This is an optimization exercise on Yosys and OpenROAD, whose aim is a short achievable clock period and few clock cycles per item, not a production implementation. Function was checked by simulation only, so behaviour that the tests miss may differ from the original. Power and IR drop assume default switching activity.

===== design/flow/standard.sh =====
#!/bin/bash
# synth_recipe.tcl (not shown) runs the flow's synth.tcl, then flattens the netlist and writes it again
# the make line also repeats each setting of config.mk as NAME=value (left out here)
make -C /OpenROAD-flow-scripts/flow DESIGN_CONFIG=/design/flow/config.mk WORK_HOME=/design/flow/orfs CLKGATE_MAP_FILE= SYNTH_SCRIPT=/design/flow/synth_recipe.tcl "${@:-finish}"

===== design/flow/constraint.sdc =====
create_clock -name core_clock -period 10.0 [get_ports {clk}]
set_input_delay 2.0000 -clock core_clock [delete_from_list [all_inputs] [get_ports {clk}]]
set_output_delay 2.0000 -clock core_clock [all_outputs]
set_load 0.01 [all_outputs]

===== design/flow/design.v =====
module ap2_add16 (
    input  wire [15:0] a,
    input  wire [15:0] b,
    input  wire        ci,
    output wire [15:0] s,
    output wire        co
);
    wire [15:0] p = a ^ b;
    wire [15:0] g = a & b;
    wire [15:0] g0, p0;
    assign g0[0] = g[0] | (p[0] & ci);
    assign p0[0] = 1'b0;
    assign g0[15:1] = g[15:1];
    assign p0[15:1] = p[15:1];
    wire [15:0] g1, p1;
    assign g1[0] = g0[0];
    assign p1[0] = p0[0];
    assign g1[1] = g0[1] | (p0[1] & g0[0]);
    assign p1[1] = p0[1] & p0[0];
    assign g1[2] = g0[2] | (p0[2] & g0[1]);
    assign p1[2] = p0[2] & p0[1];
    assign g1[3] = g0[3] | (p0[3] & g0[2]);
    assign p1[3] = p0[3] & p0[2];
    assign g1[4] = g0[4] | (p0[4] & g0[3]);
    assign p1[4] = p0[4] & p0[3];
    assign g1[5] = g0[5] | (p0[5] & g0[4]);
    assign p1[5] = p0[5] & p0[4];
    assign g1[6] = g0[6] | (p0[6] & g0[5]);
    assign p1[6] = p0[6] & p0[5];
    assign g1[7] = g0[7] | (p0[7] & g0[6]);
    assign p1[7] = p0[7] & p0[6];
    assign g1[8] = g0[8] | (p0[8] & g0[7]);
    assign p1[8] = p0[8] & p0[7];
    assign g1[9] = g0[9] | (p0[9] & g0[8]);
    assign p1[9] = p0[9] & p0[8];
    assign g1[10] = g0[10] | (p0[10] & g0[9]);
    assign p1[10] = p0[10] & p0[9];
    assign g1[11] = g0[11] | (p0[11] & g0[10]);
    assign p1[11] = p0[11] & p0[10];
    assign g1[12] = g0[12] | (p0[12] & g0[11]);
    assign p1[12] = p0[12] & p0[11];
    assign g1[13] = g0[13] | (p0[13] & g0[12]);
    assign p1[13] = p0[13] & p0[12];
    assign g1[14] = g0[14] | (p0[14] & g0[13]);
    assign p1[14] = p0[14] & p0[13];
    assign g1[15] = g0[15] | (p0[15] & g0[14]);
    assign p1[15] = p0[15] & p0[14];
    wire [15:0] g2, p2;
    assign g2[0] = g1[0];
    assign p2[0] = p1[0];
    assign g2[1] = g1[1];
    assign p2[1] = p1[1];
    assign g2[2] = g1[2] | (p1[2] & g1[0]);
    assign p2[2] = p1[2] & p1[0];
    assign g2[3] = g1[3] | (p1[3] & g1[1]);
    assign p2[3] = p1[3] & p1[1];
    assign g2[4] = g1[4] | (p1[4] & g1[2]);
    assign p2[4] = p1[4] & p1[2];
    assign g2[5] = g1[5] | (p1[5] & g1[3]);
    assign p2[5] = p1[5] & p1[3];
    assign g2[6] = g1[6] | (p1[6] & g1[4]);
    assign p2[6] = p1[6] & p1[4];
    assign g2[7] = g1[7] | (p1[7] & g1[5]);
    assign p2[7] = p1[7] & p1[5];
    assign g2[8] = g1[8] | (p1[8] & g1[6]);
    assign p2[8] = p1[8] & p1[6];
    assign g2[9] = g1[9] | (p1[9] & g1[7]);
    assign p2[9] = p1[9] & p1[7];
    assign g2[10] = g1[10] | (p1[10] & g1[8]);
    assign p2[10] = p1[10] & p1[8];
    assign g2[11] = g1[11] | (p1[11] & g1[9]);
    assign p2[11] = p1[11] & p1[9];
    assign g2[12] = g1[12] | (p1[12] & g1[10]);
    assign p2[12] = p1[12] & p1[10];
    assign g2[13] = g1[13] | (p1[13] & g1[11]);
    assign p2[13] = p1[13] & p1[11];
    assign g2[14] = g1[14] | (p1[14] & g1[12]);
    assign p2[14] = p1[14] & p1[12];
    assign g2[15] = g1[15] | (p1[15] & g1[13]);
    assign p2[15] = p1[15] & p1[13];
    wire [15:0] g3, p3;
    assign g3[0] = g2[0];
    assign p3[0] = p2[0];
    assign g3[1] = g2[1];
    assign p3[1] = p2[1];
    assign g3[2] = g2[2];
    assign p3[2] = p2[2];
    assign g3[3] = g2[3];
    assign p3[3] = p2[3];
    assign g3[4] = g2[4] | (p2[4] & g2[0]);
    assign p3[4] = p2[4] & p2[0];
    assign g3[5] = g2[5] | (p2[5] & g2[1]);
    assign p3[5] = p2[5] & p2[1];
    assign g3[6] = g2[6] | (p2[6] & g2[2]);
    assign p3[6] = p2[6] & p2[2];
    assign g3[7] = g2[7] | (p2[7] & g2[3]);
    assign p3[7] = p2[7] & p2[3];
    assign g3[8] = g2[8] | (p2[8] & g2[4]);
    assign p3[8] = p2[8] & p2[4];
    assign g3[9] = g2[9] | (p2[9] & g2[5]);
    assign p3[9] = p2[9] & p2[5];
    assign g3[10] = g2[10] | (p2[10] & g2[6]);
    assign p3[10] = p2[10] & p2[6];
    assign g3[11] = g2[11] | (p2[11] & g2[7]);
    assign p3[11] = p2[11] & p2[7];
    assign g3[12] = g2[12] | (p2[12] & g2[8]);
    assign p3[12] = p2[12] & p2[8];
    assign g3[13] = g2[13] | (p2[13] & g2[9]);
    assign p3[13] = p2[13] & p2[9];
    assign g3[14] = g2[14] | (p2[14] & g2[10]);
    assign p3[14] = p2[14] & p2[10];
    assign g3[15] = g2[15] | (p2[15] & g2[11]);
    assign p3[15] = p2[15] & p2[11];
    wire [15:0] g4, p4;
    assign g4[0] = g3[0];
    assign p4[0] = p3[0];
    assign g4[1] = g3[1];
    assign p4[1] = p3[1];
    assign g4[2] = g3[2];
    assign p4[2] = p3[2];
    assign g4[3] = g3[3];
    assign p4[3] = p3[3];
    assign g4[4] = g3[4];
    assign p4[4] = p3[4];
    assign g4[5] = g3[5];
    assign p4[5] = p3[5];
    assign g4[6] = g3[6];
    assign p4[6] = p3[6];
    assign g4[7] = g3[7];
    assign p4[7] = p3[7];
    assign g4[8] = g3[8] | (p3[8] & g3[0]);
    assign p4[8] = p3[8] & p3[0];
    assign g4[9] = g3[9] | (p3[9] & g3[1]);
    assign p4[9] = p3[9] & p3[1];
    assign g4[10] = g3[10] | (p3[10] & g3[2]);
    assign p4[10] = p3[10] & p3[2];
    assign g4[11] = g3[11] | (p3[11] & g3[3]);
    assign p4[11] = p3[11] & p3[3];
    assign g4[12] = g3[12] | (p3[12] & g3[4]);
    assign p4[12] = p3[12] & p3[4];
    assign g4[13] = g3[13] | (p3[13] & g3[5]);
    assign p4[13] = p3[13] & p3[5];
    assign g4[14] = g3[14] | (p3[14] & g3[6]);
    assign p4[14] = p3[14] & p3[6];
    assign g4[15] = g3[15] | (p3[15] & g3[7]);
    assign p4[15] = p3[15] & p3[7];
    assign s  = p ^ {g4[14:0], ci};
    assign co = g4[15];
endmodule
module ap2_mulcsa (
    input  wire [15:0] a,
    input  wire [15:0] b,
    output wire [15:0] s,
    output wire [15:0] c,
    output wire [15:0] t
);
    wire [16:0] bx = {b, 1'b0};
    wire [16:0] ax = {a, 1'b0};    
    wire b0h = bx[2], b0m = bx[1], b0l = bx[0];
    wire m1_0 = b0m ^ b0l;
    wire m2_0 = (b0h & ~b0m & ~b0l) | (~b0h & b0m & b0l);
    wire ng_0 = b0h & ~(b0m & b0l);
    wire [15:0] r0 = {(((m1_0 & ax[16]) | (m2_0 & ax[15])) ^ ng_0), (((m1_0 & ax[15]) | (m2_0 & ax[14])) ^ ng_0), (((m1_0 & ax[14]) | (m2_0 & ax[13])) ^ ng_0), (((m1_0 & ax[13]) | (m2_0 & ax[12])) ^ ng_0), (((m1_0 & ax[12]) | (m2_0 & ax[11])) ^ ng_0), (((m1_0 & ax[11]) | (m2_0 & ax[10])) ^ ng_0), (((m1_0 & ax[10]) | (m2_0 & ax[9])) ^ ng_0), (((m1_0 & ax[9]) | (m2_0 & ax[8])) ^ ng_0), (((m1_0 & ax[8]) | (m2_0 & ax[7])) ^ ng_0), (((m1_0 & ax[7]) | (m2_0 & ax[6])) ^ ng_0), (((m1_0 & ax[6]) | (m2_0 & ax[5])) ^ ng_0), (((m1_0 & ax[5]) | (m2_0 & ax[4])) ^ ng_0), (((m1_0 & ax[4]) | (m2_0 & ax[3])) ^ ng_0), (((m1_0 & ax[3]) | (m2_0 & ax[2])) ^ ng_0), (((m1_0 & ax[2]) | (m2_0 & ax[1])) ^ ng_0), (((m1_0 & ax[1]) | (m2_0 & ax[0])) ^ ng_0)};
    wire b1h = bx[4], b1m = bx[3], b1l = bx[2];
    wire m1_1 = b1m ^ b1l;
    wire m2_1 = (b1h & ~b1m & ~b1l) | (~b1h & b1m & b1l);
    wire ng_1 = b1h & ~(b1m & b1l);
    wire [15:0] r1 = {(((m1_1 & ax[14]) | (m2_1 & ax[13])) ^ ng_1), (((m1_1 & ax[13]) | (m2_1 & ax[12])) ^ ng_1), (((m1_1 & ax[12]) | (m2_1 & ax[11])) ^ ng_1), (((m1_1 & ax[11]) | (m2_1 & ax[10])) ^ ng_1), (((m1_1 & ax[10]) | (m2_1 & ax[9])) ^ ng_1), (((m1_1 & ax[9]) | (m2_1 & ax[8])) ^ ng_1), (((m1_1 & ax[8]) | (m2_1 & ax[7])) ^ ng_1), (((m1_1 & ax[7]) | (m2_1 & ax[6])) ^ ng_1), (((m1_1 & ax[6]) | (m2_1 & ax[5])) ^ ng_1), (((m1_1 & ax[5]) | (m2_1 & ax[4])) ^ ng_1), (((m1_1 & ax[4]) | (m2_1 & ax[3])) ^ ng_1), (((m1_1 & ax[3]) | (m2_1 & ax[2])) ^ ng_1), (((m1_1 & ax[2]) | (m2_1 & ax[1])) ^ ng_1), (((m1_1 & ax[1]) | (m2_1 & ax[0])) ^ ng_1), 1'b0, ng_0};
    wire b2h = bx[6], b2m = bx[5], b2l = bx[4];
    wire m1_2 = b2m ^ b2l;
    wire m2_2 = (b2h & ~b2m & ~b2l) | (~b2h & b2m & b2l);
    wire ng_2 = b2h & ~(b2m & b2l);
    wire [15:0] r2 = {(((m1_2 & ax[12]) | (m2_2 & ax[11])) ^ ng_2), (((m1_2 & ax[11]) | (m2_2 & ax[10])) ^ ng_2), (((m1_2 & ax[10]) | (m2_2 & ax[9])) ^ ng_2), (((m1_2 & ax[9]) | (m2_2 & ax[8])) ^ ng_2), (((m1_2 & ax[8]) | (m2_2 & ax[7])) ^ ng_2), (((m1_2 & ax[7]) | (m2_2 & ax[6])) ^ ng_2), (((m1_2 & ax[6]) | (m2_2 & ax[5])) ^ ng_2), (((m1_2 & ax[5]) | (m2_2 & ax[4])) ^ ng_2), (((m1_2 & ax[4]) | (m2_2 & ax[3])) ^ ng_2), (((m1_2 & ax[3]) | (m2_2 & ax[2])) ^ ng_2), (((m1_2 & ax[2]) | (m2_2 & ax[1])) ^ ng_2), (((m1_2 & ax[1]) | (m2_2 & ax[0])) ^ ng_2), 1'b0, ng_1, 1'b0, 1'b0};
    wire b3h = bx[8], b3m = bx[7], b3l = bx[6];
    wire m1_3 = b3m ^ b3l;
    wire m2_3 = (b3h & ~b3m & ~b3l) | (~b3h & b3m & b3l);
    wire ng_3 = b3h & ~(b3m & b3l);
    wire [15:0] r3 = {(((m1_3 & ax[10]) | (m2_3 & ax[9])) ^ ng_3), (((m1_3 & ax[9]) | (m2_3 & ax[8])) ^ ng_3), (((m1_3 & ax[8]) | (m2_3 & ax[7])) ^ ng_3), (((m1_3 & ax[7]) | (m2_3 & ax[6])) ^ ng_3), (((m1_3 & ax[6]) | (m2_3 & ax[5])) ^ ng_3), (((m1_3 & ax[5]) | (m2_3 & ax[4])) ^ ng_3), (((m1_3 & ax[4]) | (m2_3 & ax[3])) ^ ng_3), (((m1_3 & ax[3]) | (m2_3 & ax[2])) ^ ng_3), (((m1_3 & ax[2]) | (m2_3 & ax[1])) ^ ng_3), (((m1_3 & ax[1]) | (m2_3 & ax[0])) ^ ng_3), 1'b0, ng_2, 1'b0, 1'b0, 1'b0, 1'b0};
    wire b4h = bx[10], b4m = bx[9], b4l = bx[8];
    wire m1_4 = b4m ^ b4l;
    wire m2_4 = (b4h & ~b4m & ~b4l) | (~b4h & b4m & b4l);
    wire ng_4 = b4h & ~(b4m & b4l);
    wire [15:0] r4 = {(((m1_4 & ax[8]) | (m2_4 & ax[7])) ^ ng_4), (((m1_4 & ax[7]) | (m2_4 & ax[6])) ^ ng_4), (((m1_4 & ax[6]) | (m2_4 & ax[5])) ^ ng_4), (((m1_4 & ax[5]) | (m2_4 & ax[4])) ^ ng_4), (((m1_4 & ax[4]) | (m2_4 & ax[3])) ^ ng_4), (((m1_4 & ax[3]) | (m2_4 & ax[2])) ^ ng_4), (((m1_4 & ax[2]) | (m2_4 & ax[1])) ^ ng_4), (((m1_4 & ax[1]) | (m2_4 & ax[0])) ^ ng_4), 1'b0, ng_3, 1'b0, 1'b0, 1'b0, 1'b0, 1'b0, 1'b0};
    wire b5h = bx[12], b5m = bx[11], b5l = bx[10];
    wire m1_5 = b5m ^ b5l;
    wire m2_5 = (b5h & ~b5m & ~b5l) | (~b5h & b5m & b5l);
    wire ng_5 = b5h & ~(b5m & b5l);
    wire [15:0] r5 = {(((m1_5 & ax[6]) | (m2_5 & ax[5])) ^ ng_5), (((m1_5 & ax[5]) | (m2_5 & ax[4])) ^ ng_5), (((m1_5 & ax[4]) | (m2_5 & ax[3])) ^ ng_5), (((m1_5 & ax[3]) | (m2_5 & ax[2])) ^ ng_5), (((m1_5 & ax[2]) | (m2_5 & ax[1])) ^ ng_5), (((m1_5 & ax[1]) | (m2_5 & ax[0])) ^ ng_5), 1'b0, ng_4, 1'b0, 1'b0, 1'b0, 1'b0, 1'b0, 1'b0, 1'b0, 1'b0};
    wire b6h = bx[14], b6m = bx[13], b6l = bx[12];
    wire m1_6 = b6m ^ b6l;
    wire m2_6 = (b6h & ~b6m & ~b6l) | (~b6h & b6m & b6l);
    wire ng_6 = b6h & ~(b6m & b6l);
    wire [15:0] r6 = {(((m1_6 & ax[4]) | (m2_6 & ax[3])) ^ ng_6), (((m1_6 & ax[3]) | (m2_6 & ax[2])) ^ ng_6), (((m1_6 & ax[2]) | (m2_6 & ax[1])) ^ ng_6), (((m1_6 & ax[1]) | (m2_6 & ax[0])) ^ ng_6), 1'b0, ng_5, 1'b0, 1'b0, 1'b0, 1'b0, 1'b0, 1'b0, 1'b0, 1'b0, 1'b0, 1'b0};
    wire b7h = bx[16], b7m = bx[15], b7l = bx[14];
    wire m1_7 = b7m ^ b7l;
    wire m2_7 = (b7h & ~b7m & ~b7l) | (~b7h & b7m & b7l);
    wire ng_7 = b7h & ~(b7m & b7l);
    wire [15:0] r7 = {(((m1_7 & ax[2]) | (m2_7 & ax[1])) ^ ng_7), (((m1_7 & ax[1]) | (m2_7 & ax[0])) ^ ng_7), 1'b0, ng_6, 1'b0, 1'b0, 1'b0, 1'b0, 1'b0, 1'b0, 1'b0, 1'b0, 1'b0, 1'b0, 1'b0, 1'b0};
    wire [15:0] r8 = {1'b0, ng_7, 14'b0};
    wire [15:0] s0_0 = r0 ^ r1 ^ r2;
    wire [15:0] c0_0w = (r0 & r1) | (r0 & r2) | (r1 & r2);
    wire [15:0] c0_0 = {c0_0w[14:0], 1'b0};
    wire [15:0] s0_1 = r3 ^ r4 ^ r5;
    wire [15:0] c0_1w = (r3 & r4) | (r3 & r5) | (r4 & r5);
    wire [15:0] c0_1 = {c0_1w[14:0], 1'b0};
    wire [15:0] s0_2 = r6 ^ r7 ^ r8;
    wire [15:0] c0_2w = (r6 & r7) | (r6 & r8) | (r7 & r8);
    wire [15:0] c0_2 = {c0_2w[14:0], 1'b0};
    wire [15:0] s1_0 = s0_0 ^ c0_0 ^ s0_1;
    wire [15:0] c1_0w = (s0_0 & c0_0) | (s0_0 & s0_1) | (c0_0 & s0_1);
    wire [15:0] c1_0 = {c1_0w[14:0], 1'b0};
    wire [15:0] s1_1 = c0_1 ^ s0_2 ^ c0_2;
    wire [15:0] c1_1w = (c0_1 & s0_2) | (c0_1 & c0_2) | (s0_2 & c0_2);
    wire [15:0] c1_1 = {c1_1w[14:0], 1'b0};
    wire [15:0] s2_0 = s1_0 ^ c1_0 ^ s1_1;
    wire [15:0] c2_0w = (s1_0 & c1_0) | (s1_0 & s1_1) | (c1_0 & s1_1);
    wire [15:0] c2_0 = {c2_0w[14:0], 1'b0};
    assign s = s2_0;
    assign c = c2_0;
    assign t = c1_1;
endmodule
module ap2_core (
    input  wire        clk,
    input  wire        rst,           
    input  wire        start,         
    input  wire [16:0] image_end,     
    output wire        mem_req,
    output wire        mem_we,
    output wire [15:0] mem_addr,
    output wire [15:0] mem_wdata,
    input  wire [15:0] mem_rdata,
    input  wire        mem_ready,
    output wire        done,          
    output wire [1:0]  stop_reason,   
    output wire [15:0] r0,
    output wire [15:0] r1,
    output wire [15:0] r2,
    output wire [15:0] r3,
    output wire [15:0] r4,
    output wire [15:0] r5,
    output wire [15:0] r6,
    output wire [15:0] r7,
    output wire [15:0] pc_out,
    output wire [15:0] sp_out,
    output wire        flag_c,
    output wire        flag_ov,
    output wire        flag_z,
    output wire        flag_s
);
    localparam [15:0] STACK_START = 16'h8200;
    localparam [15:0] STACK_FLOOR = 16'h81F0;
    reg        running;       
    reg        done_q;
    reg        start_q;       
    reg [1:0]  reason;
    reg [16:0] ie_q;          
    reg [15:0] x [0:7];
    reg [15:0] sp;
    reg        fc, fov, fz, fs;
    reg        we_o, fz_o, fs_o;
    reg [15:0] sp_o, pc_o;
    reg [15:0] sc [0:7];      
    reg [7:0]  scv;
    reg [8:0]  sdep;          
    reg [15:0] bus_addr;      
    reg [15:0] bus_wdata;     
    reg [15:0] daddr;         
    reg [15:0] dwdata;        
    reg        e_first;       
    reg [15:0] pcF;
    reg        d_valid;
    reg        d_end;         
    reg [15:0] ir;
    reg [15:0] pcd_cur;       
    reg [15:0] pcd_nxt;       
    reg        pd_stopi;      
    reg        pd_mul;        
    reg        pd_um, pd_un;  
    reg        pd_jmp;        
    reg        pd_psh, pd_pop, pd_str, pd_ldr;
    reg        pd_aimm;       
    reg        pd_areg;       
    reg        pd_breg;       
    reg        pd_binv;       
    reg        pd_cj;         
    reg        e_valid;
    reg        e_memop;       
    reg        e_we;          
    reg        e_psh;         
    reg [2:0]  e_sidx;        
    reg        e_mul;         
    reg        e_ld;          
    reg        e_wreg;        
    reg [2:0]  e_rd;
    reg        e_wzs, e_wc, e_wov;
    reg        e_sub;         
    reg        e_cmp;
    reg        e_jpend;       
    reg [1:0]  e_jcc;
    reg [15:0] e_jt;
    reg        sel_add, sel_and, sel_or, sel_xor, sel_shr, sel_shl,
               sel_ror, sel_rol, sel_mov;
    reg [3:0]  e_lut;         
    reg [3:0]  e_r1, e_r2;    
    reg [3:0]  e_l1, e_l2;    
    reg        e_k16;         
    reg        e_kz;          
    reg [15:0] A, B;
    reg        smc_q;         
    reg        w_valid;
    reg [2:0]  w_rd;
    reg [15:0] ms, mc, mt;    
    reg        w_c, w_a15, w_b15;
    wire [15:0] sum;
    wire        co;
    ap2_add16 u_add (.a(A), .b(B), .ci(e_sub), .s(sum), .co(co));
    wire [16:0] hx = {A, 1'b0};
    wire [16:0] lx = {1'b0, A};
    wire [16:0] hr1 = ({17{e_r1[0]}} & hx) | ({17{e_r1[1]}} & {1'b0, hx[16:1]})
                    | ({17{e_r1[2]}} & {2'b0, hx[16:2]}) | ({17{e_r1[3]}} & {3'b0, hx[16:3]});
    wire [16:0] hr2 = ({17{e_r2[0]}} & hr1) | ({17{e_r2[1]}} & {4'b0, hr1[16:4]})
                    | ({17{e_r2[2]}} & {8'b0, hr1[16:8]}) | ({17{e_r2[3]}} & {12'b0, hr1[16:12]});
    wire [16:0] shr17 = e_kz ? 17'd0 : e_k16 ? {16'b0, hr2[16]} : hr2;
    wire [16:0] hl1 = ({17{e_l1[0]}} & lx) | ({17{e_l1[1]}} & {lx[15:0], 1'b0})
                    | ({17{e_l1[2]}} & {lx[14:0], 2'b0}) | ({17{e_l1[3]}} & {lx[13:0], 3'b0});
    wire [16:0] hl2 = ({17{e_l2[0]}} & hl1) | ({17{e_l2[1]}} & {hl1[12:0], 4'b0})
                    | ({17{e_l2[2]}} & {hl1[8:0], 8'b0}) | ({17{e_l2[3]}} & {hl1[4:0], 12'b0});
    wire [16:0] shl17 = e_kz ? 17'd0 : e_k16 ? {hl2[0], 16'b0} : hl2;
    wire [15:0] ms_n, mc_n, mt_n;
    ap2_mulcsa u_mul (.a(A), .b(B), .s(ms_n), .c(mc_n), .t(mt_n));
    wire [15:0] r_lut = ({16{e_lut[0]}} & ~A & ~B) | ({16{e_lut[1]}} & ~A & B)
                      | ({16{e_lut[2]}} &  A & ~B) | ({16{e_lut[3]}} & A & B);
    wire [15:0] r_log = r_lut
                      | shr17[16:1]
                      | shl17[15:0]
                      | ({16{sel_ror}} & {A[0], A[15:1]})
                      | ({16{sel_rol}} & {A[14:0], A[15]});
    wire [15:0] r = ({16{sel_add}} & sum) | r_log;
    wire [15:0] axb   = A ^ B;
    wire [15:0] aob   = A | B;
    wire        z_add = (axb == {aob[14:0], e_sub});
    wire        z_and = ((A & B) == 16'h0000);
    wire        z_or  = ((A | B) == 16'h0000);
    wire        z_xor = (axb == 16'h0000);
    wire        z_a   = (A == 16'h0000);
    wire        z_shr = (shr17[16:1] == 16'h0000);
    wire        z_shl = (shl17[15:0] == 16'h0000);
    wire        res_z = (sel_add & z_add) | (sel_and & z_and) | (sel_or & z_or) |
                        (sel_xor & z_xor) | ((sel_mov | sel_ror | sel_rol) & z_a) |
                        (sel_shr & z_shr) | (sel_shl & z_shl);
    wire res_s = e_cmp ? !co : r[15];
    wire res_c = sel_add ? (co ^ e_sub)
               : sel_shr ? shr17[0]
               : sel_shl ? shl17[16]
               : sel_ror ? A[0]
               : A[15];
    wire res_ov = sel_shl ? shl17[16]
                : ((A[15] == B[15]) && (r[15] != A[15]));
    wire [15:0] ws    = ms ^ mc ^ mt;
    wire [15:0] wcw   = (ms & mc) | (ms & mt) | (mc & mt);
    wire [15:0] wc    = {wcw[14:0], 1'b0};
    wire [15:0] wr;
    wire        wco;
    ap2_add16 u_wadd (.a(ws), .b(wc), .ci(1'b0), .s(wr), .co(wco));
    wire [15:0] mxc   = ws ^ wc;
    wire [15:0] moc   = ws | wc;
    wire        w_z   = (mxc == {moc[14:0], 1'b0});
    wire        w_ov  = (w_a15 == w_b15) && (w_b15 != wr[15]);
    wire e_alu     = e_valid & !e_memop;       
    wire e_fwd     = e_valid & e_wreg & !e_ld;
    wire e_wzs_now = e_alu & e_wzs;
    reg jc_e;
    always @(*) begin
        case (e_jcc)
            2'b00:   jc_e = 1'b1;
            2'b01:   jc_e = fz && !fs;
            2'b10:   jc_e = !fz && fs;
            default: jc_e = !fz && !fs;
        endcase
    end
    wire e_jtaken = e_valid & e_jpend & jc_e;
    wire [15:0] pcd_cur1 = pcd_cur + 16'd1;
    wire [15:0] A1       = A + 16'd1;
    wire e_smc = e_first & e_we & d_valid & !d_end &
                 ((A == pcd_cur) | (A == pcd_cur1) | (A1 == pcd_cur));
    wire squash_e = e_jtaken | smc_q;
    wire [3:0] cls = ir[15:12];
    wire [2:0] fd  = ir[10:8];
    wire [2:0] fm  = ir[7:5];
    wire [2:0] fn  = ir[4:2];
    wire is_nop  = (ir == 16'h0000);
    wire is_c0   = (cls == 4'h0) && !is_nop;
    wire is_jmp  = is_c0 && ir[11];
    wire is_psh  = pd_psh;
    wire is_pop  = pd_pop;
    wire is_cmp  = is_c0 && !ir[11] && (ir[1:0] == 2'b11);
    wire is_rsvd = is_c0 && !ir[11] && (ir[1:0] == 2'b00);
    wire is_mov  = (cls == 4'h1);
    wire is_str  = pd_str;
    wire is_ldr  = pd_ldr;
    wire is_add  = (cls == 4'h4);
    wire is_sub  = (cls == 4'h5);
    wire is_mul  = (cls == 4'h6);
    wire is_and  = (cls == 4'h7);
    wire is_or   = (cls == 4'h8);
    wire is_not  = (cls == 4'h9);
    wire is_xor  = (cls == 4'hA);
    wire is_shr  = (cls == 4'hB);
    wire is_shl  = (cls == 4'hC);
    wire is_ror  = (cls == 4'hD);
    wire is_rol  = (cls == 4'hE);
    wire is_halt = (cls == 4'hF);
    wire is_alu1 = is_add | is_sub | is_and | is_or | is_not | is_xor |
                   is_shr | is_shl | is_ror | is_rol;      
    wire push_ok = !sdep[8];           
    wire pop_ok  = !sdep[0];           
    wire psh_do  = is_psh && push_ok;
    wire pop_do  = is_pop && pop_ok;
    wire [4:0] sdist    = 5'd0 - sp[4:0];
    wire [2:0] sidx_psh = sdist[3:1];
    wire [3:0] sidx_p4  = sdist[4:1] - 4'd1;
    wire [2:0] sidx_pop = sidx_p4[2:0];
    wire       top_v    = |(scv & sdep[8:1]);    
    wire       pop_hit  = pop_do && top_v;
    wire       pop_mem  = pop_do && !top_v;
    wire d_memop   = is_ldr | is_str | psh_do | pop_mem;
    wire d_store   = is_str | psh_do;
    wire [1:0] d_reason = d_end ? 2'd3 : is_halt ? 2'd1 : 2'd2;
    wire [8:0]  imm9  = ir[10:2];
    wire [15:0] jt_d  = pcd_nxt + {7'b0, imm9};
    reg jc_d;
    always @(*) begin
        case (ir[1:0])
            2'b00:   jc_d = 1'b1;
            2'b01:   jc_d = fz && !fs;
            2'b10:   jc_d = !fz && fs;
            default: jc_d = !fz && !fs;
        endcase
    end
    wire d_jres   = !pd_cj || !(e_wzs_now || w_valid);    
    wire e_mulv = e_valid & e_mul;
    wire d_dep  = e_mulv &
                  ((pd_um && (fm == e_rd)) || (pd_un && (fn == e_rd)) || pd_cj);
    wire d_stop   = d_valid & pd_stopi & !e_memop & !e_mulv & !squash_e;
    wire d_fire   = d_valid & !pd_stopi & !e_memop & !d_dep & !squash_e;
    wire d_jtaken = d_fire & pd_jmp & d_jres & jc_d;
    wire a_imm  = pd_aimm;
    wire a_reg  = pd_areg;
    wire b_reg  = pd_breg;
    wire b_inv  = pd_binv;
    wire fwd_a  = e_fwd && (e_rd == fm) && a_reg;
    wire fwd_b  = e_fwd && (e_rd == fn) && b_reg;
    wire fww_a  = w_valid && (w_rd == fm) && a_reg;
    wire fww_b  = w_valid && (w_rd == fn) && b_reg;
    wire [15:0] xm = x[fm];
    wire [15:0] xn = x[fn];
    wire [15:0] a_base = a_imm  ? {8'b0, ir[7:0]}
                       : is_psh ? sp
                       : is_pop ? (pop_hit ? sc[sidx_pop] : sp + 16'd2)
                       : fww_a  ? wr
                       : xm;
    wire [15:0] b_raw  = (is_str && ir[11]) ? {8'b0, ir[10:8], ir[4:0]}
                       : is_not ? 16'hFFFF
                       : fww_b  ? wr
                       : xn;
    wire        fsa_a  = fwd_a & sel_add;
    wire        fsa_b  = fwd_b & sel_add;
    wire [15:0] a_next = fsa_a ? sum : fwd_a ? r_log : a_base;
    wire [15:0] b_next = fsa_b ? (sum ^ {16{b_inv}})
                       : fwd_b ? (r_log ^ {16{b_inv}}) : (b_raw ^ {16{b_inv}});
    wire at_end    = {1'b0, pcF} >= ie_q;
    wire bus_fetch = running & !e_memop;
    wire slot_free = !d_valid | d_fire | squash_e;
    wire f_load    = bus_fetch & slot_free & !squash_e & !d_jtaken & !d_stop;
    wire f_take    = f_load & mem_ready;
    reg [15:0] pcF_base;
    always @(*) begin
        if (start && !running)
            pcF_base = 16'h0000;
        else if (d_stop)
            pcF_base = pcd_nxt;
        else if (e_jtaken)
            pcF_base = e_jt;
        else if (smc_q)
            pcF_base = pcd_cur;
        else if (d_jtaken)
            pcF_base = jt_d;
        else
            pcF_base = pcF;
    end
    wire        inc_ok   = f_load & !at_end & !(start && !running);
    wire [15:0] pcF_inc  = pcF + 16'd2;
    wire [15:0] pcF_next = (inc_ok & mem_ready) ? pcF_inc : pcF_base;
    wire e_hold    = e_memop & !mem_ready;        
    wire d_mem_go  = d_fire & d_memop;            
    assign mem_req   = running;
    assign mem_we    = we_o;
    assign mem_addr  = bus_addr;
    assign mem_wdata = bus_wdata;
    always @(posedge clk)
        ie_q <= image_end;
    always @(posedge clk) begin
        if (rst) begin
            running <= 1'b0;
            done_q  <= 1'b0;
            start_q <= 1'b0;
            d_valid <= 1'b0;
            e_valid <= 1'b0;
            e_memop <= 1'b0;
            e_we    <= 1'b0;
            we_o    <= 1'b0;
            w_valid <= 1'b0;
            smc_q   <= 1'b0;
            e_first <= 1'b0;
        end else if (start && !running) begin
            running <= 1'b1;
            done_q  <= 1'b0;
            start_q <= 1'b1;
            d_valid <= 1'b0;
            e_valid <= 1'b0;
            e_memop <= 1'b0;
            e_we    <= 1'b0;
            we_o    <= 1'b0;
            w_valid <= 1'b0;
            smc_q   <= 1'b0;
            e_first <= 1'b0;
        end else begin
            start_q <= 1'b0;
            if (d_stop) begin
                running <= 1'b0;
                done_q  <= 1'b1;
            end
            if (d_stop || squash_e || d_jtaken)
                d_valid <= 1'b0;
            else if (slot_free)
                d_valid <= f_take;
            e_valid <= e_hold | d_fire;
            e_memop <= e_hold | d_mem_go;
            e_we    <= (e_we & !mem_ready) | (d_fire & d_store);
            we_o    <= (we_o & !mem_ready) | (d_fire & d_store);
            smc_q   <= e_smc;
            e_first <= d_mem_go;
            w_valid <= e_alu & e_mul;
        end
    end
    always @(posedge clk)
        pcF <= pcF_next;
    wire [15:0] e_addr  = e_first ? A : daddr;
    wire [15:0] e_wdat  = e_first ? B : dwdata;
    wire        ba_r    = d_mem_go & fwd_a;
    wire [15:0] ba_oth  = e_memop  ? (mem_ready ? pcF_base : e_addr)
                        : d_mem_go ? a_base
                        : pcF_next;
    wire        bw_r    = !e_memop & fwd_b;
    wire [15:0] bw_oth  = e_memop ? e_wdat : b_raw;
    always @(posedge clk) begin
        bus_addr  <= (ba_r & sel_add) ? sum : ba_r ? r_log : ba_oth;
        bus_wdata <= (bw_r & sel_add) ? sum : bw_r ? r_log : bw_oth;
        if (e_first) begin
            daddr  <= A;
            dwdata <= B;
        end
    end
    always @(posedge clk) begin
        if (d_stop) begin
            reason <= d_reason;
            pc_o   <= pcd_nxt;
        end
    end
    wire [15:0] fw    = mem_rdata;      
    wire [3:0]  f_cls = fw[15:12];
    wire        f_c0  = (f_cls == 4'h0) && (fw[11:0] != 12'h000);
    wire        f_alu1 = (f_cls >= 4'h4) && (f_cls <= 4'hE) && (f_cls != 4'h6);
    wire        f_ab  = (f_cls == 4'h4) || (f_cls == 4'h5) || (f_cls == 4'h7) ||
                        (f_cls == 4'h8) || (f_cls == 4'hA);
    always @(posedge clk) begin
        if (slot_free && !smc_q) begin
            ir       <= fw;
            d_end    <= at_end;
            pcd_cur  <= pcF;
            pcd_nxt  <= at_end ? pcF : pcF + 16'd2;
            pd_stopi <= at_end || (f_cls == 4'hF) ||
                        (f_c0 && !fw[11] && (fw[1:0] == 2'b00));
            pd_mul   <= (f_cls == 4'h6);
            pd_um    <= ((f_cls == 4'h1) && !fw[11]) || (f_cls == 4'h2) || (f_cls == 4'h3) ||
                        f_alu1 || (f_cls == 4'h6) || (f_c0 && !fw[11] && (fw[1:0] == 2'b11));
            pd_un    <= ((f_cls == 4'h2) && !fw[11]) || f_ab || (f_cls == 4'h6) ||
                        (f_c0 && !fw[11] && fw[0]);
            pd_jmp   <= !at_end && f_c0 && fw[11] && (fw[10:2] != 9'd0);
            pd_psh   <= f_c0 && !fw[11] && (fw[1:0] == 2'b01);
            pd_pop   <= f_c0 && !fw[11] && (fw[1:0] == 2'b10);
            pd_str   <= (f_cls == 4'h2);
            pd_ldr   <= (f_cls == 4'h3);
            pd_aimm  <= (f_cls == 4'h1) && fw[11];
            pd_areg  <= !(((f_cls == 4'h1) && fw[11]) || (f_c0 && !fw[11] && (fw[1] != fw[0])));
            pd_breg  <= !(((f_cls == 4'h2) && fw[11]) || (f_cls == 4'h9));
            pd_binv  <= (f_cls == 4'h5) || (f_c0 && !fw[11] && (fw[1:0] == 2'b11));
            pd_cj    <= !at_end && f_c0 && fw[11] && (fw[10:2] != 9'd0) && (fw[1:0] != 2'b00);
        end
    end
    always @(posedge clk) begin
        A       <= a_next;
        B       <= b_next;
        e_r1    <= {4{is_shr}} & (4'b0001 << ir[1:0]);
        e_r2    <= {4{is_shr}} & (4'b0001 << ir[3:2]);
        e_l1    <= {4{is_shl}} & (4'b0001 << ir[1:0]);
        e_l2    <= {4{is_shl}} & (4'b0001 << ir[3:2]);
        e_k16   <= ir[4] && (ir[3:0] == 4'd0);
        e_kz    <= ir[4] && (ir[3:0] != 4'd0);
        e_wzs   <= is_alu1 | is_cmp;
        e_wc    <= is_add | is_sub | is_shr | is_shl | is_ror | is_rol;
        e_wov   <= is_add | is_sub | is_shl;
        e_sub   <= is_sub | is_cmp;
        e_cmp   <= is_cmp;
        e_jcc   <= ir[1:0];
        e_jt    <= jt_d;
        sel_add <= is_add | is_sub | is_cmp;
        sel_and <= is_and;
        sel_or  <= is_or;
        sel_xor <= is_xor | is_not;
        sel_shr <= is_shr;
        sel_shl <= is_shl;
        sel_ror <= is_ror;
        sel_rol <= is_rol;
        sel_mov <= is_mov | pop_hit;
        e_lut   <= is_and ? 4'b1000 : is_or ? 4'b1110 : (is_xor | is_not) ? 4'b0110
                 : (is_mov | pop_hit) ? 4'b1100 : 4'b0000;
        if (!e_memop) begin
            e_psh   <= is_psh;
            e_sidx  <= sidx_psh;
            e_mul   <= is_mul;
            e_ld    <= is_ldr | pop_mem;
            e_wreg  <= is_mov | is_ldr | pop_do | is_alu1;
            e_rd    <= is_pop ? {1'b0, ir[9:8]} : fd;
            e_jpend <= pd_jmp & !d_jres;
        end
        ms    <= ms_n;
        mc    <= mc_n;
        mt    <= mt_n;
        w_rd  <= e_rd;
        w_c   <= co;
        w_a15 <= A[15];
        w_b15 <= B[15];
    end
    wire        e_wr  = e_valid & e_wreg;
    integer i;
    always @(posedge clk) begin
        if (start_q) begin
            for (i = 0; i < 8; i = i + 1)
                x[i] <= 16'h0000;
            sp  <= STACK_START;
            sdep <= 9'b000000001;
            fc  <= 1'b0;
            fov <= 1'b0;
            fz  <= 1'b0;
            fs  <= 1'b0;
            fz_o <= 1'b0;
            fs_o <= 1'b0;
            sp_o <= STACK_START;
            scv <= 8'h00;
        end else begin
            for (i = 0; i < 8; i = i + 1) begin
                if (e_wr && !e_ld && sel_add && (e_rd == i))
                    x[i] <= sum;
                else if (e_wr && !e_ld && (e_rd == i))
                    x[i] <= r_log;
                else if (e_wr && (e_rd == i))
                    x[i] <= mem_rdata;
                else if (w_valid && (w_rd == i))
                    x[i] <= wr;
            end
            if (d_fire & psh_do) begin
                sp   <= sp - 16'd2;
                sp_o <= sp_o - 16'd2;
                sdep <= {sdep[7:0], 1'b0};
            end else if (d_fire & pop_do) begin
                sp   <= sp + 16'd2;
                sp_o <= sp_o + 16'd2;
                sdep <= {1'b0, sdep[8:1]};
            end
            if (e_alu & e_wzs) begin
                fz   <= res_z;
                fs   <= res_s;
                fz_o <= res_z;
                fs_o <= res_s;
            end else if (w_valid) begin
                fz   <= w_z;
                fs   <= wr[15];
                fz_o <= w_z;
                fs_o <= wr[15];
            end
            if (e_alu & e_wc)
                fc <= res_c;
            else if (w_valid)
                fc <= w_c;
            if (e_alu & e_wov)
                fov <= res_ov;
            else if (w_valid)
                fov <= w_ov;
            for (i = 0; i < 8; i = i + 1) begin
                if (e_first && e_we && e_psh && (e_sidx == i))
                    scv[i] <= 1'b1;
                else if (e_first && e_we && !e_psh &&
                         ((A == STACK_START - 2 * i) || (A1 == STACK_START - 2 * i) ||
                          (A == STACK_START - 2 * i + 1)))
                    scv[i] <= 1'b0;
            end
        end
        for (i = 0; i < 8; i = i + 1)
            if (e_first && e_we && e_psh && (e_sidx == i))
                sc[i] <= B;
    end
    assign done        = done_q;
    assign stop_reason = reason;
    assign r0 = x[0];
    assign r1 = x[1];
    assign r2 = x[2];
    assign r3 = x[3];
    assign r4 = x[4];
    assign r5 = x[5];
    assign r6 = x[6];
    assign r7 = x[7];
    assign pc_out  = pc_o;
    assign sp_out  = sp_o;
    assign flag_c  = fc;
    assign flag_ov = fov;
    assign flag_z  = fz_o;
    assign flag_s  = fs_o;
endmodule

===== design/flow/config.mk =====
export PLATFORM = sky130hd
export DESIGN_NAME = ap2_core
export DESIGN_NICKNAME = ap2_core
export VERILOG_FILES = /design/flow/design.v
export SDC_FILE = /design/flow/constraint.sdc
export NUM_CORES = 4
export LEC_CHECK = 0
export CAP_MARGIN = 30
export CORE_MARGIN = 2
export CORE_UTILIZATION = 40
export SLEW_MARGIN = 20

===== design/flow/flow/run.sh =====
#!/bin/bash
set -euo pipefail
bash standard.sh SETUP_SLACK_MARGIN=7.5 finish > orfs_make.log 2>&1

==> results of run 1 <==
-- cell families (layout without fill, tap and decap cells) --
family | count (synthesis) | in the layout | share of synthesized area
DFF | 628 | 628 | 0.3918
AOI/OAI and AO/OA | 1186 | 1186 | 0.2184
and+or+nand+nor | 1249 | 1254 | 0.1537
xor gates and xnor gates | 249 | 249 | 0.05791
adders and majority gates | 180 | 180 | 0.06797
muxes | 193 | 193 | 0.06123
other | 1 | 1 | 0.00009957
buffers and inverters | 477 | 1198 | 0.04890
-- report_power, final --
group          switching, W  internal (W)
sequential         0.000186       0.00279
clock               0.00119       0.00159
combinational       0.00262       0.00202
total               0.00400       0.00640
-- critical path, stage by stage, from the launching register on --
cell	delay [ns]
sky130_fd_sc_hd__edfxtp_1	0.42
sky130_fd_sc_hd__buf_12	0.16
sky130_fd_sc_hd__xor2_2	0.14
sky130_fd_sc_hd__or4_4	0.56
sky130_fd_sc_hd__nand4b_4	0.12
sky130_fd_sc_hd__nor2_4	0.04
sky130_fd_sc_hd__buf_12	0.13
sky130_fd_sc_hd__nand2_8	0.13
sky130_fd_sc_hd__inv_16	0.06
sky130_fd_sc_hd__ha_2	0.20
sky130_fd_sc_hd__or3_1	0.39
sky130_fd_sc_hd__o211ai_1	0.23
sky130_fd_sc_hd__nand3_1	0.15
sky130_fd_sc_hd__a41oi_2	0.17
sky130_fd_sc_hd__mux2i_1	0.23
sky130_fd_sc_hd__xnor2_1	0.13
sky130_fd_sc_hd__nand2b_1	0.06
-- state kept, by name, summed over array words and instances, names as in the netlist, 16 cells and up --
register   flops
sc           128
x            128
ie_q          17
A             16
B             16
bus_addr      16
bus_wdata     16
daddr         16
dwdata        16
e_jt          16
ir            16
ms            16
pcF           16
pc_o          16
pcd_cur       16
-- placed cells by master, fill, tap and decap left out, drive strengths merged, types with 83 or more instances in the layout --
cell	count
mux2i	83
nor2	444
nor3	92
inv	144
clkbuf	97
mux2	89
ha	139
dfxtp	410
xnor2	169
o21ai	192
buf	854
a211oi	187
edfxtp	218
nand3	113
nand2	321
a21oi	214
a22oi	142
-- metal layers --
metal,part of all wire,global-route usage,vias up
li1,-,-,16700
met1,0.38,0.4646,19212
met2,0.42,0.5089,2952
met3,0.13,0.09164,748
met4,0.071,0.1821,0
met5,0,0,-
-- worst max path at each step --
stage,to,start
after floorplan,bus_addr[10],mem_ready
final,sp_o[15],ir[3]
after detailed placement,bus_addr[1],mem_ready
after global placement,bus_addr[1],mem_ready
after global routing,sp_o[15],ir[3]
after CTS,sp_o[15],ir[3]
-- through the flow --
stage | instances | instance area (µm²) | total power (W) | hold slack (ns)
5_1_grt | 6143 | 55300 | 0.01071 | 0.4587
4_1_cts | 6010 | 52410 | 0.009907 | 0.4465
6_report | 6143 | 55300 | 0.01040 | 0.4526
3_3_place_gp | 5417 | 42090 | 0.005956 | 0.4127
2_1_floorplan | 4163 | 39320 | 0.004860 | 0.3462
3_5_place_dp | 5426 | 42170 | 0.005964 | 0.4151
-- cell usage after synthesis, types with 83 or more instances --
library cell               number
sky130_fd_sc_hd__a22oi_1      141
sky130_fd_sc_hd__nand2_1      318
sky130_fd_sc_hd__o21ai_0      183
sky130_fd_sc_hd__edfxtp_1     218
sky130_fd_sc_hd__nor2_1       439
sky130_fd_sc_hd__inv_1        156
sky130_fd_sc_hd__clkbuf_1     256
sky130_fd_sc_hd__dfxtp_1      410
sky130_fd_sc_hd__nand3_1      113
sky130_fd_sc_hd__ha_1         139
sky130_fd_sc_hd__nor3_1        91
sky130_fd_sc_hd__a211oi_1     186
sky130_fd_sc_hd__mux2i_1       83
sky130_fd_sc_hd__a21oi_1      213
sky130_fd_sc_hd__mux2_2        89
sky130_fd_sc_hd__xnor2_1      169
-- repair_timing --
action,in CTS,in global routing
hold buffers,0,0
endpoints found under the setup margin,622,591
setup buffers,425,128
endpoints found under the hold margin,0,0
pin swaps,247,212
gates cloned,23,4
gates resized for setup,2047,422
-- final cells by class --
type,count,area share
tap,1254,0.02837
timing repair buffer,897,0.1689
clock inverter,48,0.009140
sequential,628,0.2783
multi-input combinational,3063,0.4664
clock buffer,88,0.03534
timing repair inverter,1,0.0001584
inverter,164,0.01339
==> PnR_summary.wiki, run 1 <==
{| class="wikitable"
! Metric !! Value
|-
| Number of flip-flops and latches in the synthesized netlist || roughly 630
|-
| Count of pins over their slew limit || 0
|-
| Final HPWL from detailed placement || 109,300 µm
|-
| Final-report hold violation count || 0
|-
| Slack of the critical path || 6.548 ns
|-
| Post-route clock skew || just over 0.04 ns
|-
| Routed WL || roughly 180,000 µm
|-
| Grt total ovfl || 0
|-
| Leak Pwr || ~22 nW
|-
| Area growth from synthesis to final layout || 46.84%
|-
| Number of routed nets with antenna violations || 0
|-
| Commonest register cell after synthesis || sky130_fd_sc_hd__dfxtp_1
|-
| Fillers || 7,686
|-
| Count of input and output buffers || 236
|-
| Layout cells sized above 1 || 0.4271
|-
| Site Rows || roughly 110
|-
| Worst Tran Pin Value || 1.169 ns
|-
| Launching element type of the critical path || register
|-
| Worst relative slew slack || 0.2209
|-
| Dominant cells by area after synthesis || sky130_fd_sc_hd__dfxtp_1, sky130_fd_sc_hd__edfxtp_1, sky130_fd_sc_hd__ha_1
|-
| Setup-violating endpoint count in the final report || 0
|-
| Hold Path Class || reg2reg
|-
| Clock slew seen by the registers of the worst setup and hold paths || about 0.060 ns
|-
| Path depth of the worst reg2reg path || 16
|-
| Post-Syn Area || about 38,000 µm²
|-
| Remaining DRCs || 0
|-
| Die outline width || approximately 310 µm
|-
| Wire length of the first global-routing pass || roughly 250,000 µm
|-
| Register-to-Register Setup Slack || ~6.5 ns
|-
| Startpoint-to-endpoint class of the critical path || reg2reg
|-
| Nets || just over 5,000
|-
| Sink Count || approximately 630
|-
| Fmax achieved || 289.7 MHz
|-
| RePlAce Congestion || ~0.97
|-
| Via count || roughly 40,000
|-
| Endpoint, Worst Hold || pcd_cur[0]
|-
| Vert. Die Dim || 310.8 µm
|-
| Buffers from clock root to sink, at most || 3
|-
| Unrepaired setup endpoints after global routing || yes
|-
| Cell chosen for the clock root || sky130_fd_sc_hd__clkbuf_16
|-
| Via count of the first global-routing pass || roughly 36,000
|-
| Critical path arrival || ~4.0 ns
|-
| Detailed router's first-iteration violation count || 5,791
|-
| Max IR drop VDD || 209.2 µV
|-
| CTS tree || yes
|-
| Avg Vias per Cell || around 6.4
|-
| Library cell occupying the most area in the post-synthesis netlist || sky130_fd_sc_hd__dfxtp_1
|-
| Htree depth || 3
|-
| Result of the run || complete, no violations
|-
| Startpoint of the most critical register-to-register path || ir[3]
|-
| Area share of the largest cell type after synthesis || 0.2179
|-
| Post-route core utilization || 0.5926
|-
| Capturing point of the worst reg2reg path || sp_o[15]
|-
| Starting density of the core || 0.4035
|-
| Core area || just over 90,000 µm²
|-
| Fin Setup TNS || 0 ns
|-
| Library cells used by synthesis || slightly below 100
|-
| Hold Crit Start || pcF[0]
|-
| Number of top-level pins || about 240
|-
| Cells after synthesis || about 4,200
|-
| Global-route usage over all layers || 0.3461
|-
| Area occupied by registers || between 15,000 and 20,000 µm²
|-
| Average footprint of a synthesized cell || 9.047 µm²
|-
| Count of flip-flops with a built-in enable after synthesis || 218
|-
| Tcrit/Tclk final || 0.3452
|-
| Pin count of the biggest net entering global routing || 83
|-
| Type of destination of the critical path || register
|-
| Yosys warning total || 3
|-
| Peak fanout along the critical path || 9
|-
| Clock Latency Late Sink || 0.67 ns
|-
| Clock buffers created by TritonCTS || 73
|-
| Cell Pwr Density || approximately 190 nW/µm²
|-
| Clock period minus worst slack || roughly 3.5 ns
|-
| Inserted Diodes || 0
|-
| Area enclosed by the die boundary || between 90,000 and 100,000 µm²
|-
| Cell count of the worst hold path || 0
|-
| Number of search-and-repair iterations in the first detailed-routing pass || 10
|-
| Async S/R FF share, synth || 0
|-
| Initial antenna violation count || 1
|-
| Data required time of the critical path || 10.55 ns
|-
| Maximum capacitance violations || 0
|-
| Routed WL per cell || 28.93 µm
|-
| Nets in the synthesized netlist || 4,380
|-
| Setup WS pre-CTS || ~5.3 ns
|-
| Register area share after synthesis || 0.3918
|-
| Area used by multi-input combinational logic || ~26,000 µm²
|}
Testbench counts, summed over its fixed seeds: cycles 62,666, instrs 48,662.
==> run 2: changes to the inputs <==
--- a/design/flow/design.v
+++ b/design/flow/design.v
@@ -257,4 +257,5 @@
     reg [15:0] x [0:7];
     reg [15:0] sp;
+    reg [15:0] sp_p2;         
     reg        fc, fov, fz, fs;
     reg        we_o, fz_o, fs_o;
@@ -419,7 +420,12 @@
     wire [4:0] sdist    = 5'd0 - sp[4:0];
     wire [2:0] sidx_psh = sdist[3:1];
-    wire [3:0] sidx_p4  = sdist[4:1] - 4'd1;
-    wire [2:0] sidx_pop = sidx_p4[2:0];
     wire       top_v    = |(scv & sdep[8:1]);    
+    reg [15:0] sc_top;                           
+    integer k;
+    always @(*) begin
+        sc_top = 16'h0000;
+        for (k = 0; k < 8; k = k + 1)
+            sc_top = sc_top | ({16{sdep[k + 1]}} & sc[k]);
+    end
     wire       pop_hit  = pop_do && top_v;
     wire       pop_mem  = pop_do && !top_v;
@@ -457,5 +463,5 @@
     wire [15:0] a_base = a_imm  ? {8'b0, ir[7:0]}
                        : is_psh ? sp
-                       : is_pop ? (pop_hit ? sc[sidx_pop] : sp + 16'd2)
+                       : is_pop ? (pop_hit ? sc_top : sp_p2)
                        : fww_a  ? wr
                        : xm;
@@ -650,4 +656,5 @@
                 x[i] <= 16'h0000;
             sp  <= STACK_START;
+            sp_p2 <= STACK_START + 16'd2;
             sdep <= 9'b000000001;
             fc  <= 1'b0;
@@ -672,8 +679,10 @@
             if (d_fire & psh_do) begin
                 sp   <= sp - 16'd2;
+                sp_p2 <= sp;
                 sp_o <= sp_o - 16'd2;
                 sdep <= {sdep[7:0], 1'b0};
             end else if (d_fire & pop_do) begin
                 sp   <= sp + 16'd2;
+                sp_p2 <= sp_p2 + 16'd2;
                 sp_o <= sp_o + 16'd2;
                 sdep <= {1'b0, sdep[8:1]};
==> PnR_summary.wiki, run 2 <==
{| class="wikitable"
! Metric !! Value
|-
| Count of input and output buffers || 236 (unchanged)
|-
| Combinational fraction of design power || 0.490 (was 0.446)
|-
| Number of flip-flops and latches in the synthesized netlist || 643 (was 628)
|-
| Pin count of the biggest net entering global routing || 69 (was 83)
|-
| Max IR drop VDD || 219.0 µV (was 209.2 µV)
|-
| Peak fanout along the critical path || 5 (was 9)
|-
| Clock period minus worst slack || 3.909 ns (was 3.452 ns)
|-
| Wire length of the first global-routing pass || 260,800 µm (was 251,900 µm)
|-
| Fillers || 7,765 (was 7,686)
|-
| Avg Vias per Cell || 6.468 (was 6.448)
|-
| Yosys warning total || 3 (unchanged)
|-
| Type of destination of the critical path || register (unchanged)
|-
| Initial antenna violation count || 9 (was 1)
|-
| Async S/R FF share, synth || 0 (unchanged)
|-
| Leak Pwr || 22.06 nW (was 21.50 nW)
|-
| Post-route clock skew || 0.07754 ns (was 0.04057 ns)
|-
| Area share of the largest cell type after synthesis || 0.2220 (was 0.2179)
|-
| Path depth of the worst reg2reg path || 21 (was 16)
|-
| Worst Tran Pin Value || 1.012 ns (was 1.169 ns)
|-
| CTS tree || yes (unchanged)
|-
| Clock Latency Late Sink || 0.68 ns (was 0.67 ns)
|-
| Htree depth || 3 (unchanged)
|-
| Tcrit/Tclk final || 0.3909 (was 0.3452)
|-
| Final-report hold violation count || 0 (unchanged)
|-
| Core area || 95,010 µm² (was 93,330 µm²)
|-
| Via count of the first global-routing pass || 37,861 (was 36,402)
|-
| Data required time of the critical path || 10.59 ns (was 10.55 ns)
|-
| Slack of the critical path || 6.091 ns (was 6.548 ns)
|-
| Area used by multi-input combinational logic || 26,560 µm² (was 25,790 µm²)
|-
| Clock buffers created by TritonCTS || 73 (unchanged)
|-
| Count of flip-flops with a built-in enable after synthesis || 218 (unchanged)
|-
| Fmax achieved || 255.8 MHz (was 289.7 MHz)
|-
| Area enclosed by the die boundary || 98,300 µm² (was 96,620 µm²)
|-
| Synth cell count leaders || sky130_fd_sc_hd__dfxtp_1, sky130_fd_sc_hd__nor2_1, sky130_fd_sc_hd__nand2_1 (was sky130_fd_sc_hd__nor2_1, sky130_fd_sc_hd__dfxtp_1, sky130_fd_sc_hd__nand2_1)
|-
| Sw Pwr || 0.004769 W (was 0.003999 W)
|-
| Number of search-and-repair iterations in the first detailed-routing pass || 13 (was 10)
|-
| Critical path arrival || 4.50 ns (was 4.00 ns)
|-
| Startpoint-to-endpoint class of the critical path || reg2reg (unchanged)
|-
| Average footprint of a synthesized cell || 9.005 µm² (was 9.047 µm²)
|-
| Clock slew seen by the registers of the worst setup and hold paths || 0.06 ns (about the same)
|-
| Remaining DRCs || 0 (unchanged)
|-
| Via count || 40,685 (was 39,612)
|-
| Library cells used by synthesis || 101 (was 97)
|-
| Vert. Die Dim || 313.5 µm (was 310.8 µm)
|-
| Post-Syn Area || 38,330 µm² (was 37,660 µm²)
|-
| Leading cell type in the layout, fill and taps excluded || sky130_fd_sc_hd__buf_4 (unchanged)
|-
| Sink Count || 643 (was 628)
|-
| RePlAce Congestion || 0.9853 (was 0.9677)
|-
| Layout cells sized above 1 || 0.4240 (was 0.4271)
|-
| Register area share after synthesis || 0.3928 (was 0.3918)
|-
| Site Rows || 113 (was 112)
|-
| Cell chosen for the clock root || sky130_fd_sc_hd__clkbuf_16 (unchanged)
|-
| Number of routed nets with antenna violations || 0 (unchanged)
|-
| CTS hold repair buffers || 0 (unchanged)
|-
| Fin Setup TNS || 0 ns (unchanged)
|-
| Switching power share of the total || 0.4041 (was 0.3844)
|-
| Hold Path Class || reg2reg (unchanged)
|-
| Buffers from clock root to sink, at most || 3 (unchanged)
|-
| Dominant cells by area after synthesis || sky130_fd_sc_hd__dfxtp_1, sky130_fd_sc_hd__edfxtp_1, sky130_fd_sc_hd__ha_1 (unchanged)
|-
| Setup WS pre-CTS || 4.673 ns (was 5.293 ns)
|-
| Area growth from synthesis to final layout || 47.84% (was 46.84%)
|-
| Cell Pwr Density || 208.3 nW/µm² (was 188.1 nW/µm²)
|-
| Global-route usage over all layers || 0.3570 (was 0.3461)
|-
| Routed WL || 185,300 µm (was 177,700 µm)
|-
| Worst relative slew slack || 0.3229 (was 0.2209)
|-
| Unrepaired setup endpoints after global routing || yes (unchanged)
|-
| Detailed router's first-iteration violation count || 5,782 (was 5,791)
|-
| Cell count of the worst hold path || 2 (was 0)
|-
| Part of the total power dissipated in sequential elements || 0.269 (was 0.286)
|-
| Maximum capacitance violations || 0 (unchanged)
|-
| Die outline width || 313.5 µm (was 310.8 µm)
|-
| Final HPWL from detailed placement || 112,700 µm (was 109,300 µm)
|-
| Cells after synthesis || 4,256 (was 4,163)
|-
| Grt total ovfl || 0 (unchanged)
|-
| Commonest register cell after synthesis || sky130_fd_sc_hd__dfxtp_1 (unchanged)
|-
| Clock network power share || 0.241 (was 0.268)
|-
| Setup-violating endpoint count in the final report || 0 (unchanged)
|-
| Largest registers || sc: 128 flops, x: 128 flops, ie_q: 17 flops (unchanged)
|-
| Nets in the synthesized netlist || 4,483 (was 4,380)
|-
| Nets || 5,190 (was 5,045)
|-
| Internal power || 0.007032 W (was 0.006402 W)
|-
| Library cell occupying the most area in the post-synthesis netlist || sky130_fd_sc_hd__dfxtp_1 (unchanged)
|-
| Starting density of the core || 0.4034 (was 0.4035)
|-
| Most instantiated library cell after synthesis || sky130_fd_sc_hd__dfxtp_1 (was sky130_fd_sc_hd__nor2_1)
|-
| Launching element type of the critical path || register (unchanged)
|-
| Number of top-level pins || 238 (unchanged)
|-
| Result of the run || complete, no violations (unchanged)
|-
| Leading cell types in the layout, fill and taps excluded || sky130_fd_sc_hd__buf_4, sky130_fd_sc_hd__nor2_1, sky130_fd_sc_hd__nand2_1, sky130_fd_sc_hd__buf_6, sky130_fd_sc_hd__a21oi_1 (was sky130_fd_sc_hd__buf_4, sky130_fd_sc_hd__nor2_1, sky130_fd_sc_hd__buf_6, sky130_fd_sc_hd__nand2_1, sky130_fd_sc_hd__edfxtp_1)
|-
| Count of pins over their slew limit || 0 (unchanged)
|-
| Area occupied by registers || 15,650 µm² (was 15,390 µm²)
|-
| Routed WL per cell || 29.46 µm (was 28.93 µm)
|}
## run 2: changes by cell type after synthesis, moves of 18 or more
| cell | delta |
|---|---|
| sky130_fd_sc_hd__a211oi_1 | -101 |
| sky130_fd_sc_hd__nand2_1 | +28 |
| sky130_fd_sc_hd__a21oi_1 | +113 |
| sky130_fd_sc_hd__mux2_2 | -29 |
| sky130_fd_sc_hd__a221oi_1 | +19 |
| sky130_fd_sc_hd__inv_1 | +19 |
| sky130_fd_sc_hd__xnor2_1 | -18 |
| sky130_fd_sc_hd__clkbuf_1 | -23 |
| sky130_fd_sc_hd__a22oi_1 | +61 |
| sky130_fd_sc_hd__nor2_1 | -35 |
| sky130_fd_sc_hd__nor2b_1 | +21 |
| sky130_fd_sc_hd__o211ai_1 | +20 |
| sky130_fd_sc_hd__xor2_1 | +21 |
## run 2: power groups by stage
stage / Clock [W] / Combinational [W] / Sequential [W]
after floorplan: 0 / 0.00258 / 0.00312
after global placement: 0 / 0.00366 / 0.00326
after detailed placement: 0 / 0.00369 / 0.00326
after CTS: 0.00285 / 0.00509 / 0.00316
after global routing: 0.00296 / 0.00598 / 0.00318
final: 0.00284 / 0.00578 / 0.00318
## run 2: repair_timing
action / 4_1_cts / 5_1_grt
resized for setup: 2063 / 388
endpoints found under the setup margin: 640 / 548
pin swaps: 250 / 263
buffers inserted: 461 / 115
cloned: 29 / 2
## run 2: final timing paths
check	startpoint	endpoint	slack [ns]
hold / removal	e_wov	fov	0.46
setup reg to reg	ir[2]	sp_o[9]	6.09
setup / recovery	ir[2]	sp_o[9]	6.09
hold reg to reg	e_wov	fov	0.46
## run 2: layer usage
metal	part of all wire	track usage	up-vias	wire [µm]
li1	-	-	17141	-
met1	0.38	0.4564	19609	69720
met2	0.42	0.5247	3064	77000
met3	0.13	0.1112	861	23880
met4	0.079	0.2213	10	14570
met5	0.00056	0	-	104
## run 2: kinds of logic (layout without fill, tap and decap cells)
| family | after synthesis | count (layout) | synth area share |
|---|---|---|---|
| AOI/OAI and AO/OA | 1291 | 1291 | 0.2292 |
| xor gates and xnor gates | 252 | 252 | 0.05759 |
| adders and majority gates | 190 | 190 | 0.07026 |
| buffers and inverters | 495 | 1256 | 0.04998 |
| DFF | 643 | 643 | 0.3928 |
| muxes | 151 | 151 | 0.04936 |
| other | 1 | 3 | 0.00009785 |
| and+or+nand+nor | 1233 | 1239 | 0.1507 |
## run 2: area by class of cell
type / count / share of cell area
Timing Repair Buffer: 937 / 0.1687
Timing Repair inverter: 1 / 0.0003533
Clock buffer: 97 / 0.03564
Sequential cell: 643 / 0.2762
Inverter: 183 / 0.01371
Clock inverter: 38 / 0.008524
Tap cell: 1265 / 0.02793
Antenna cell: 2 / 0.00008833
Multi-Input combinational cell: 3124 / 0.4688
## run 2: critical path, cell delays in order, from the launching register on
cell and delay (ns):
sky130_fd_sc_hd__edfxtp_1 0.43, sky130_fd_sc_hd__buf_12 0.16, sky130_fd_sc_hd__xnor2_2 0.13, sky130_fd_sc_hd__and4_4 0.21, sky130_fd_sc_hd__a2111oi_4 0.35, sky130_fd_sc_hd__and2_4 0.28, sky130_fd_sc_hd__nand2_8 0.13, sky130_fd_sc_hd__fa_2 0.44
sky130_fd_sc_hd__nor2b_4 0.15, sky130_fd_sc_hd__o21ai_4 0.07, sky130_fd_sc_hd__a21oi_4 0.21, sky130_fd_sc_hd__o41ai_4 0.10, sky130_fd_sc_hd__buf_4 0.15, sky130_fd_sc_hd__buf_4 0.12, sky130_fd_sc_hd__buf_4 0.12, sky130_fd_sc_hd__buf_4 0.12
sky130_fd_sc_hd__buf_4 0.12, sky130_fd_sc_hd__buf_4 0.12, sky130_fd_sc_hd__o21bai_1 0.14, sky130_fd_sc_hd__xor2_1 0.16, sky130_fd_sc_hd__nand2_1 0.06, sky130_fd_sc_hd__nand3_1 0.07
## run 2: stage by stage
stage / total power (W) / utilization / instances / area, µm² / hold slack, ns
global route: 0.01212 / 0.5963 / 6288 / 56660 / 0.4835
CTS: 0.01110 / 0.5687 / 6168 / 54030 / 0.4627
detailed placement: 0.006950 / 0.4556 / 5543 / 43290 / 0.4615
global placement: 0.006928 / 0.4551 / 5538 / 43240 / 0.4533
floorplan: 0.005701 / - / 4256 / 40410 / 0.3462
finish: 0.01180 / 0.5964 / 6290 / 56660 / 0.4650
Testbench counts of run 2, summed over its fixed seeds: cycles 62,666, instrs 48,662.

-- separate check: timing with driven ports --
How much do the figures lean on ideal ports? The routed layouts below were timed once more, with nothing changed but the port constraints. Step 1 assumes that a clkbuf_16 drives the clock port and a buf_2 every other input. Step 2 also shifts input and output timing later by t, the mid clock arrival at the registers, as if the neighbouring blocks saw the same clock. Slacks: ideal / step 1 / step 2; pairs: ideal / step 1.
run	t, ns	slack for setup (ns)	hold WS [ns]	clock arrival spread, ns	pins driven straight from the clock port
run 1	0.730	6.548 / 6.548 / 6.133	0.453 / 0.453 / 0.453	0.041 / 0.041	1
run 2	0.715	6.091 / 6.091 / 6.091	0.465 / 0.465 / 0.465	0.077 / 0.078	1
After both steps every run listed still meets setup and hold. For run 1, which loses most, drivers alone change the setup slack by 0.000 ns; drivers and shift together by -0.415 ns.
